Context: an optimization exercise on an open-source flow, tuned for small area. The choices shown serve that exercise and are no tape-out recipe.
In this exercise RTL edits were held to simulation tests only and were not proved equivalent to the original.
No driver is modelled on the clock port, so clocking that relies on it looks cheaper here than on a real chip.
No activity file was given, so power comes from the tool's default toggle rates.

== run 1 ==
==> flow/design.v (excerpt) <==
module nec_ir_pwm (
    input  wire       clk,
    input  wire       rst,         
    input  wire       ir_in,       
    input  wire       ir_init,     
    input  wire       cmd_get,     
    output wire       has_new,
    output wire [7:0] command,
    output wire       is_idle,
    input  wire [1:0] pwm_cmd,     
    input  wire [7:0] duty_r,
    input  wire [7:0] duty_g,
    input  wire [7:0] duty_b,
    input  wire [7:0] duty_w,
    output wire [3:0] pwm_out,     
    output wire       pwm_oe,
    output wire       pwm_busy
);
    reg        ir_sync1, ir_sync2, ir_prev;
    reg        ir_en;              
    reg  [7:0] prescale;
    reg  [7:0] timer;              
    reg        ovf;                
    reg  [7:0] sr;                 
    reg        err;                
    reg  [4:0] bit_cnt;            
    reg  [7:0] cmd_reg;            
    reg        new_flag;           
    wire handle = ir_prev & ~ir_sync2 & ir_en;
    wire tick   = ir_en & (prescale == 8'h80);
  ...
Size in the first run: about 310 cells after synthesis, ~55 I/O pins, ~0.0035 mm^2 of cells after synthesis.
export LEC_CHECK = 0
export CAP_MARGIN = 20
export CORE_MARGIN = 2
export CORE_UTILIZATION = 40
export SLEW_MARGIN = 20
export BUFFER_PORTS_ARGS = -buffer_cell sky130_fd_sc_hd__buf_1
export CTS_ARGS = -sink_clustering_enable -repair_clock_nets -dont_use_dummy_load -root_buf sky130_fd_sc_hd__clkbuf_8 -buf_list sky130_fd_sc_hd__clkbuf_8
create_clock -name core_clock -period 10.0 [get_ports {clk}]
standard.sh (not shown) runs the stock make flow with config.mk's settings and CLKGATE_MAP_FILE= SYNTH_SCRIPT=/design/flow/synth_recipe.tcl, a recipe that flattens the netlist after the stock synthesis.
==> flow/flow/run.sh <==
#!/bin/bash
# Own layout flow: the standard flow (standard.sh) with these changes:
#  - synthesis is synth_recipe.tcl unchanged except that Yosys's abc call
#    gets an area-oriented ABC script (flow/abc.script); registers are
#    untouched (abc runs without -dff);
#  - every port still gets a buffer, but the smallest one (buf_1);
#  - clock tree built from small clock buffers, without dummy loads.
# Each tool's output goes to a log file of its own in this folder.
set -euo pipefail
W=$(pwd)

{
  echo 'proc synth {args} { yosys synth -nofsm -noshare {*}$args }'
  echo "proc abc {args} { set i [lsearch \$args -script]; if {\$i >= 0} { lset args [expr {\$i+1}] $W/flow/abc.script }; yosys abc {*}\$args }"
  tail -n +2 synth_recipe.tcl
} > flow_synth.tcl

cat >> config.mk <<EOC
export BUFFER_PORTS_ARGS = -buffer_cell sky130_fd_sc_hd__buf_1
export CTS_ARGS = -sink_clustering_enable -repair_clock_nets -dont_use_dummy_load -root_buf sky130_fd_sc_hd__clkbuf_8 -buf_list sky130_fd_sc_hd__clkbuf_8
EOC

sed -e "s#$W/synth_recipe.tcl#$W/flow_synth.tcl#" standard.sh > flow_standard.sh
grep -q flow_synth.tcl flow_standard.sh

bash flow_standard.sh synth > synth.log 2>&1
bash flow_standard.sh floorplan > floorplan.log 2>&1
bash flow_standard.sh place > place.log 2>&1
bash flow_standard.sh cts > cts.log 2>&1
bash flow_standard.sh finish > finish.log 2>&1
test -f out/final.def
==> flow/flow/abc.script <==
&get -n
&st
&deepsyn -T 60 -S 1
&dch -f
&nf -a -R 1000
&put
Run 1: no failed stages, no open violations at the end
The following lists how run 2 was set up differently from run 1:
Settings: changing CTS_ARGS from -sink_clustering_enable -repair_clock_nets -dont_use_dummy_load -root_buf sky130_fd_sc_hd__clkbuf_8 -buf_list sky130_fd_sc_hd__clkbuf_8 to -sink_clustering_enable -repair_clock_nets -dont_use_dummy_load -root_buf sky130_fd_sc_hd__clkbuf_4 -buf_list sky130_fd_sc_hd__clkbuf_4; setting POST_CTS_TCL to /design/flow/flow/post_cts.tcl for the first time.
--- a/flow/flow/run.sh
+++ b/flow/flow/run.sh
@@ -6,3 +6,5 @@
 #  - every port still gets a buffer, but the smallest one (buf_1);
-#  - clock tree built from small clock buffers, without dummy loads.
+#  - clock tree built from clkbuf_4, without dummy loads; after CTS the
+#    root and any buffer with more than 10 sinks become clkbuf_8
+#    (flow/post_cts.tcl) to keep the clock slew low.
 # Each tool's output goes to a log file of its own in this folder.
@@ -19,3 +21,4 @@
 export BUFFER_PORTS_ARGS = -buffer_cell sky130_fd_sc_hd__buf_1
-export CTS_ARGS = -sink_clustering_enable -repair_clock_nets -dont_use_dummy_load -root_buf sky130_fd_sc_hd__clkbuf_8 -buf_list sky130_fd_sc_hd__clkbuf_8
+export CTS_ARGS = -sink_clustering_enable -repair_clock_nets -dont_use_dummy_load -root_buf sky130_fd_sc_hd__clkbuf_4 -buf_list sky130_fd_sc_hd__clkbuf_4
+export POST_CTS_TCL = $W/flow/post_cts.tcl
 EOC
==> flow/flow/post_cts.tcl (new file) <==
# Clock buffers: the tree is built from clkbuf_4; the root and any buffer
# driving more than 10 pins are upsized to clkbuf_8 to keep clock slew low.
set big [get_lib_cells sky130_fd_sc_hd__clkbuf_8]
foreach inst [get_cells clkbuf_*] {
  set lc [get_property [get_property $inst liberty_cell] name]
  if {$lc ne "sky130_fd_sc_hd__clkbuf_4"} { continue }
  set o [get_pins -of_objects $inst -filter "direction==output"]
  set fo [llength [get_pins -of_objects [get_nets -of_objects $o] -filter "direction==input"]]
  set name [get_full_name $inst]
  if {[string match clkbuf_0_* $name] || $fo > 10} {
    puts "upsizing $name (fanout $fo)"
    replace_cell $inst $big
  }
}
detailed_placement
check_placement -verbose
--- outcome ---
- Run 1 has a lower worst-case headroom to the max-slew limit than run 2.
- Run 2 vs run 1, switching part of the total went up by 0.30 points.
- Measured against each other, run 1 and run 2 differ in layout-stage area growth over the synthesis result, the lower figure coming from run 2.
- On layout buffering overhead excluding clock cells, run 1 and run 2 are basically level.

========
== try-raven ==
The RTL this note starts from:
==> flow/design.v <==
module nec_ir_pwm (
    input  wire       clk,
    input  wire       rst,         
    input  wire       ir_in,       
    input  wire       ir_init,     
    input  wire       cmd_get,     
    output wire       has_new,
    output wire [7:0] command,
    output wire       is_idle,
    input  wire [1:0] pwm_cmd,     
    input  wire [7:0] duty_r,
    input  wire [7:0] duty_g,
    input  wire [7:0] duty_b,
    input  wire [7:0] duty_w,
    output wire [3:0] pwm_out,     
    output wire       pwm_oe,
    output wire       pwm_busy
);
    reg        ir_sync1, ir_sync2, ir_prev;
    reg        ir_en;              
    reg  [7:0] prescale;
    reg  [7:0] timer;              
    reg        ovf;                
    reg  [7:0] sr;                 
    reg        err;                
    reg  [4:0] bit_cnt;            
    reg  [7:0] cmd_reg;            
    reg        new_flag;           
    wire handle = ir_prev & ~ir_sync2 & ir_en;
    wire tick   = ir_en & (prescale == 8'h80);
    wire pre_fb = prescale[7] ^ prescale[5] ^ prescale[4] ^ prescale[3] ^
                  (prescale[6:0] == 7'd0);
    wire is_start = (timer >= 8'd60);
    wire bit_in   = (timer >= 8'd9);
    wire is_bit   = ~ovf & ~is_start;
    wire compare  = bit_cnt[3];                
    wire mis      = compare & (bit_in == sr[7]);
    wire bad      = mis | (err & (bit_cnt[2:0] != 3'd0));
    wire terminal = (bit_cnt == 5'd31);
    always @(posedge clk) begin
        if (rst) begin
            ir_sync1 <= 1'b1;
            ir_sync2 <= 1'b1;
            ir_prev  <= 1'b1;
            ir_en    <= 1'b0;
            prescale <= 8'd0;
            timer    <= 8'd0;
            ovf      <= 1'b0;
            bit_cnt  <= 5'd0;
            cmd_reg  <= 8'd0;
            new_flag <= 1'b0;
        end else begin
            ir_sync1 <= ir_in;
            ir_sync2 <= ir_sync1;
            ir_prev  <= ir_sync2;
            if (ir_init)
                ir_en <= 1'b1;
            prescale <= ir_en ? {prescale[6:0], pre_fb} : 8'd0;
            if (handle) begin
                timer <= {7'd0, tick};
                ovf   <= is_bit & terminal;
                if (!is_bit || (bit_cnt == 5'd15 && bad))
                    bit_cnt <= 5'd0;
                else
                    bit_cnt <= bit_cnt + 5'd1;
            end else if (tick) begin
                timer <= timer + 8'd1;
                if (&timer)
                    ovf <= 1'b1;
            end
            if (handle && is_bit && terminal && !bad) begin
                cmd_reg  <= {sr[6:0], sr[7]};
                new_flag <= 1'b1;
            end else if (cmd_get) begin
                new_flag <= 1'b0;
            end
        end
    end
    always @(posedge clk) begin
        if (handle) begin
            sr  <= {sr[6:0], bit_in ^ compare};
            err <= bad;
        end
    end
    assign has_new = new_flag;
    assign command = cmd_reg;
    assign is_idle = ovf;
    reg        oe;
    reg        busy;
    reg        fast;
    reg  [6:0] scan;               
    reg  [6:0] lr, lg, lb, lw;     
    reg        pin_r, pin_g, pin_b, pin_w;
    wire [6:0] idx  = scan ^ {7{fast}};
    wire       last = scan[6] & scan[5] & scan[2] &
                      (~fast | (scan[4] & scan[3] & scan[1]));
    wire [3:0] hit;
    assign hit[0] = (lr == idx);
    assign hit[1] = (lg == idx);
    assign hit[2] = (lb == idx);
    assign hit[3] = (lw == idx);
    always @(posedge clk) begin
        if (!busy) begin
            fast <= pwm_cmd[0];
            lr <= duty_r[6:0];
            lg <= duty_g[6:0];
            lb <= duty_b[6:0];
            lw <= duty_w[6:0];
        end
    end
    always @(posedge clk) begin
        if (!busy)
            scan <= pwm_cmd[0] ? 7'd27 : 7'd0;
        else
            scan <= scan + 7'd1;
    end
    wire init     = ~busy & (pwm_cmd == 2'd1);
    wire run      = ~busy & pwm_cmd[1] & oe;
    wire run_slow = run & ~pwm_cmd[0];
    wire run_fast = run & pwm_cmd[0];
    wire step_set = busy & fast;
    wire step_clr = busy & ~fast;
    always @(posedge clk) begin
        if (rst) begin
            oe    <= 1'b0;
            busy  <= 1'b0;
            pin_r <= 1'b0;
            pin_g <= 1'b0;
            pin_b <= 1'b0;
            pin_w <= 1'b0;
        end else begin
            if (init)
                oe <= 1'b1;
            if (run)
                busy <= 1'b1;
            else if (busy && last)
                busy <= 1'b0;
            if (init || run_fast || (step_clr && hit[0]))
                pin_r <= 1'b0;
            else if ((run_slow && duty_r[6:0] != 7'd0) || (step_set && hit[0]))
                pin_r <= 1'b1;
            if (init || run_fast || (step_clr && hit[1]))
                pin_g <= 1'b0;
            else if ((run_slow && duty_g[6:0] != 7'd0) || (step_set && hit[1]))
                pin_g <= 1'b1;
            if (init || run_fast || (step_clr && hit[2]))
                pin_b <= 1'b0;
            else if ((run_slow && duty_b[6:0] != 7'd0) || (step_set && hit[2]))
                pin_b <= 1'b1;
            if (init || (run_fast && duty_w[6:0] != 7'd100) ||
                (step_clr && hit[3] && !last))
                pin_w <= 1'b0;
            else if ((run_slow && duty_w[6:0] != 7'd0) || (step_set && hit[3]))
                pin_w <= 1'b1;
        end
    end
    assign pwm_out  = {pin_w, pin_b, pin_g, pin_r};
    assign pwm_oe   = oe;
    assign pwm_busy = busy;
endmodule
Settings: LEC_CHECK=0, CAP_MARGIN=20, CORE_MARGIN=2, CORE_UTILIZATION=40, SLEW_MARGIN=20, BUFFER_PORTS_ARGS=-buffer_cell sky130_fd_sc_hd__buf_1, CTS_ARGS=-sink_clustering_enable -repair_clock_nets -dont_use_dummy_load -root_buf sky130_fd_sc_hd__clkbuf_4 -buf_list sky130_fd_sc_hd__clkbuf_4, POST_CTS_TCL=/design/flow/flow/post_cts.tcl; clock period 10.0 ns.
==> flow/flow/run.sh <==
#!/bin/bash
# Own layout flow: the standard flow (standard.sh) with these changes:
#  - synthesis is synth_recipe.tcl unchanged except that Yosys's abc call
#    maps with an area-oriented ABC script (flow/abc.script.in) under four
#    seeds and keeps the smallest result (flow/synth_abc.tcl); registers
#    are untouched (abc runs without -dff);
#  - every port still gets a buffer, but the smallest one (buf_1);
#  - clock tree built from clkbuf_4, without dummy loads; after CTS the
#    root and any buffer with more than 10 sinks become clkbuf_8
#    (flow/post_cts.tcl) to keep the clock slew low.
# Each tool's output goes to a log file of its own in this folder.
set -euo pipefail
W=$(pwd)

{
  head -n 1 synth_recipe.tcl
  echo "set ::flow_dir $W/flow"
  echo "set ::flow_abc_seeds {1 2 3 4}"
  echo "source $W/flow/synth_abc.tcl"
  tail -n +2 synth_recipe.tcl
} > flow_synth.tcl

cat >> config.mk <<EOC
export BUFFER_PORTS_ARGS = -buffer_cell sky130_fd_sc_hd__buf_1
export CTS_ARGS = -sink_clustering_enable -repair_clock_nets -dont_use_dummy_load -root_buf sky130_fd_sc_hd__clkbuf_4 -buf_list sky130_fd_sc_hd__clkbuf_4
export POST_CTS_TCL = $W/flow/post_cts.tcl
EOC

sed -e "s#$W/synth_recipe.tcl#$W/flow_synth.tcl#" standard.sh > flow_standard.sh
grep -q flow_synth.tcl flow_standard.sh

bash flow_standard.sh synth > synth.log 2>&1
bash flow_standard.sh floorplan > floorplan.log 2>&1
bash flow_standard.sh place > place.log 2>&1
bash flow_standard.sh cts > cts.log 2>&1
bash flow_standard.sh finish > finish.log 2>&1
test -f out/final.def
==> flow/flow/abc.script.in <==
&get -n
&st
&deepsyn -T 60 -S @SEED@
&dch -f
&nf -a -R 1000
&put
==> flow/flow/synth_abc.tcl <==
# Sourced before synth_recipe.tcl's body: Yosys's abc call maps the logic
# with flow/abc.script.in once per seed and keeps the mapping with the
# smallest area (registers are not touched: abc runs without -dff).
proc abc {args} {
  set i [lsearch $args -script]
  set libs {}
  foreach lib $::env(LIB_FILES) { lappend libs -liberty $lib }
  yosys design -save pre_abc
  set best_area -1
  set best_seed -1
  foreach seed $::flow_abc_seeds {
    yosys design -load pre_abc
    set script $::env(OBJECTS_DIR)/abc_seed$seed.script
    set in [open $::flow_dir/abc.script.in r]
    set text [string map [list @SEED@ $seed] [read $in]]
    close $in
    set out [open $script w]
    puts -nonewline $out $text
    close $out
    lset args [expr {$i + 1}] $script
    yosys abc {*}$args
    set report [tee -q -s result.string stat {*}$libs]
    regexp {Chip area for module [^:]*: ([0-9.]+)} $report -> area
    puts "FLOW abc seed $seed: area $area"
    if {$best_area < 0 || $area < $best_area} {
      set best_area $area
      set best_seed $seed
      yosys design -save best_abc
    }
  }
  yosys design -load best_abc
  puts "FLOW abc kept seed $best_seed: area $best_area"
}
Other scripts of this flow, unchanged in this note and not shown: flow/flow/post_cts.tcl
try-raven finished all stages; the layout is clean.
Changes in try-nickel relative to try-raven:
--- a/flow/flow/run.sh
+++ b/flow/flow/run.sh
@@ -4 +4 @@
-#    maps with an area-oriented ABC script (flow/abc.script.in) under four
+#    maps with an area-oriented ABC script (flow/abc.script.in) under eight
@@ -18 +18 @@
-  echo "set ::flow_abc_seeds {1 2 3 4}"
+  echo "set ::flow_abc_seeds {1 2 3 4 5 6 7 8}"
Findings:
- Going from try-raven to try-nickel, slew at the pin closest to its max-slew limit has increased; worst stage delay on the critical path held steady; sequential cell area share ~0 delta; total power increased 1.2%.
Edits applied to the flow inputs when going from try-nickel to try-umber:
--- a/flow/flow/run.sh
+++ b/flow/flow/run.sh
@@ -4,3 +4,2 @@
-#    maps with an area-oriented ABC script (flow/abc.script.in) under eight
-#    seeds and keeps the smallest result (flow/synth_abc.tcl); registers
-#    are untouched (abc runs without -dff);
+#    gets an area-oriented ABC script (flow/abc.script); registers are
+#    untouched (abc runs without -dff);
@@ -16,4 +15,2 @@
-  head -n 1 synth_recipe.tcl
-  echo "set ::flow_dir $W/flow"
-  echo "set ::flow_abc_seeds {1 2 3 4 5 6 7 8}"
-  echo "source $W/flow/synth_abc.tcl"
+  echo 'proc synth {args} { yosys synth -nofsm -noshare {*}$args }'
+  echo "proc abc {args} { set i [lsearch \$args -script]; if {\$i >= 0} { lset args [expr {\$i+1}] $W/flow/abc.script }; yosys abc {*}\$args }"
==> flow/flow/abc.script (new file) <==
&get -n
&st
&deepsyn -T 60 -S 1
&dch -f
&nf -a -R 1000
&put
removed: flow/flow/abc.script.in
removed: flow/flow/synth_abc.tcl
==> results.txt <==
try-umber: all stages complete, timing, DRC and antenna checks passed
Between try-umber and try-nickel, the difference in final area is negligible.
From try-nickel to try-umber the numbers moved as follows: smallest setup slack after layout went up; total power has decreased; sequential portion of the cell area barely changed.
What try-nickel reported for maximum clock frequency has to be multiplied by 1.09 to get the figure for try-umber.
The share of synthesized cell area in full adder, half adder and majority cells of try-nickel and that of try-umber are within noise of each other.
Worst hold slack, try-umber and try-nickel: smaller value in try-umber

[what the ideal ports hide]
The flow's constraints put no driver on any port. The routed layouts listed below were extracted and timed again, unchanged, in two steps.
Step 1: set_driving_cell puts a clkbuf_16 on clk and a buf_2 on each other input, an assumption about the parent block.
Step 2 adds t to the input delays and takes it off the output delays; t is the mean of the earliest and latest rising clock arrival at the registers after step 1. Input paths then give back, and output paths get back, about the clock's delay inside the block.
Slacks: no drivers / after step 1 / after step 2; pairs: no drivers / after step 1.
run | t, ns | slack for setup (ns) | hold slack, ns | worst register clock-pin slew, ns | worst data-port slew with drivers (ns)
run 1 | 0.374 | 6.619 / 6.630 / 6.256 | 0.425 / 0.425 / 0.425 | 0.09 / 0.09 | 0.05
run 2 | 0.364 | 6.626 / 6.637 / 6.273 | 0.435 / 0.435 / 0.435 | 0.10 / 0.10 | 0.05
try-raven | 0.366 | 6.437 / 6.448 / 6.082 | 0.423 / 0.423 / 0.423 | 0.11 / 0.11 | 0.05
try-nickel | 0.369 | 6.125 / 6.138 / 5.769 | 0.432 / 0.432 / 0.432 | 0.11 / 0.11 | 0.05
try-umber | 0.366 | 6.437 / 6.448 / 6.082 | 0.423 / 0.423 / 0.423 | 0.11 / 0.11 | 0.05
After both steps every run listed still meets setup and hold. The setup slack of run 1, which loses most, moves by +0.011 ns with the drivers and by -0.363 ns with both steps.
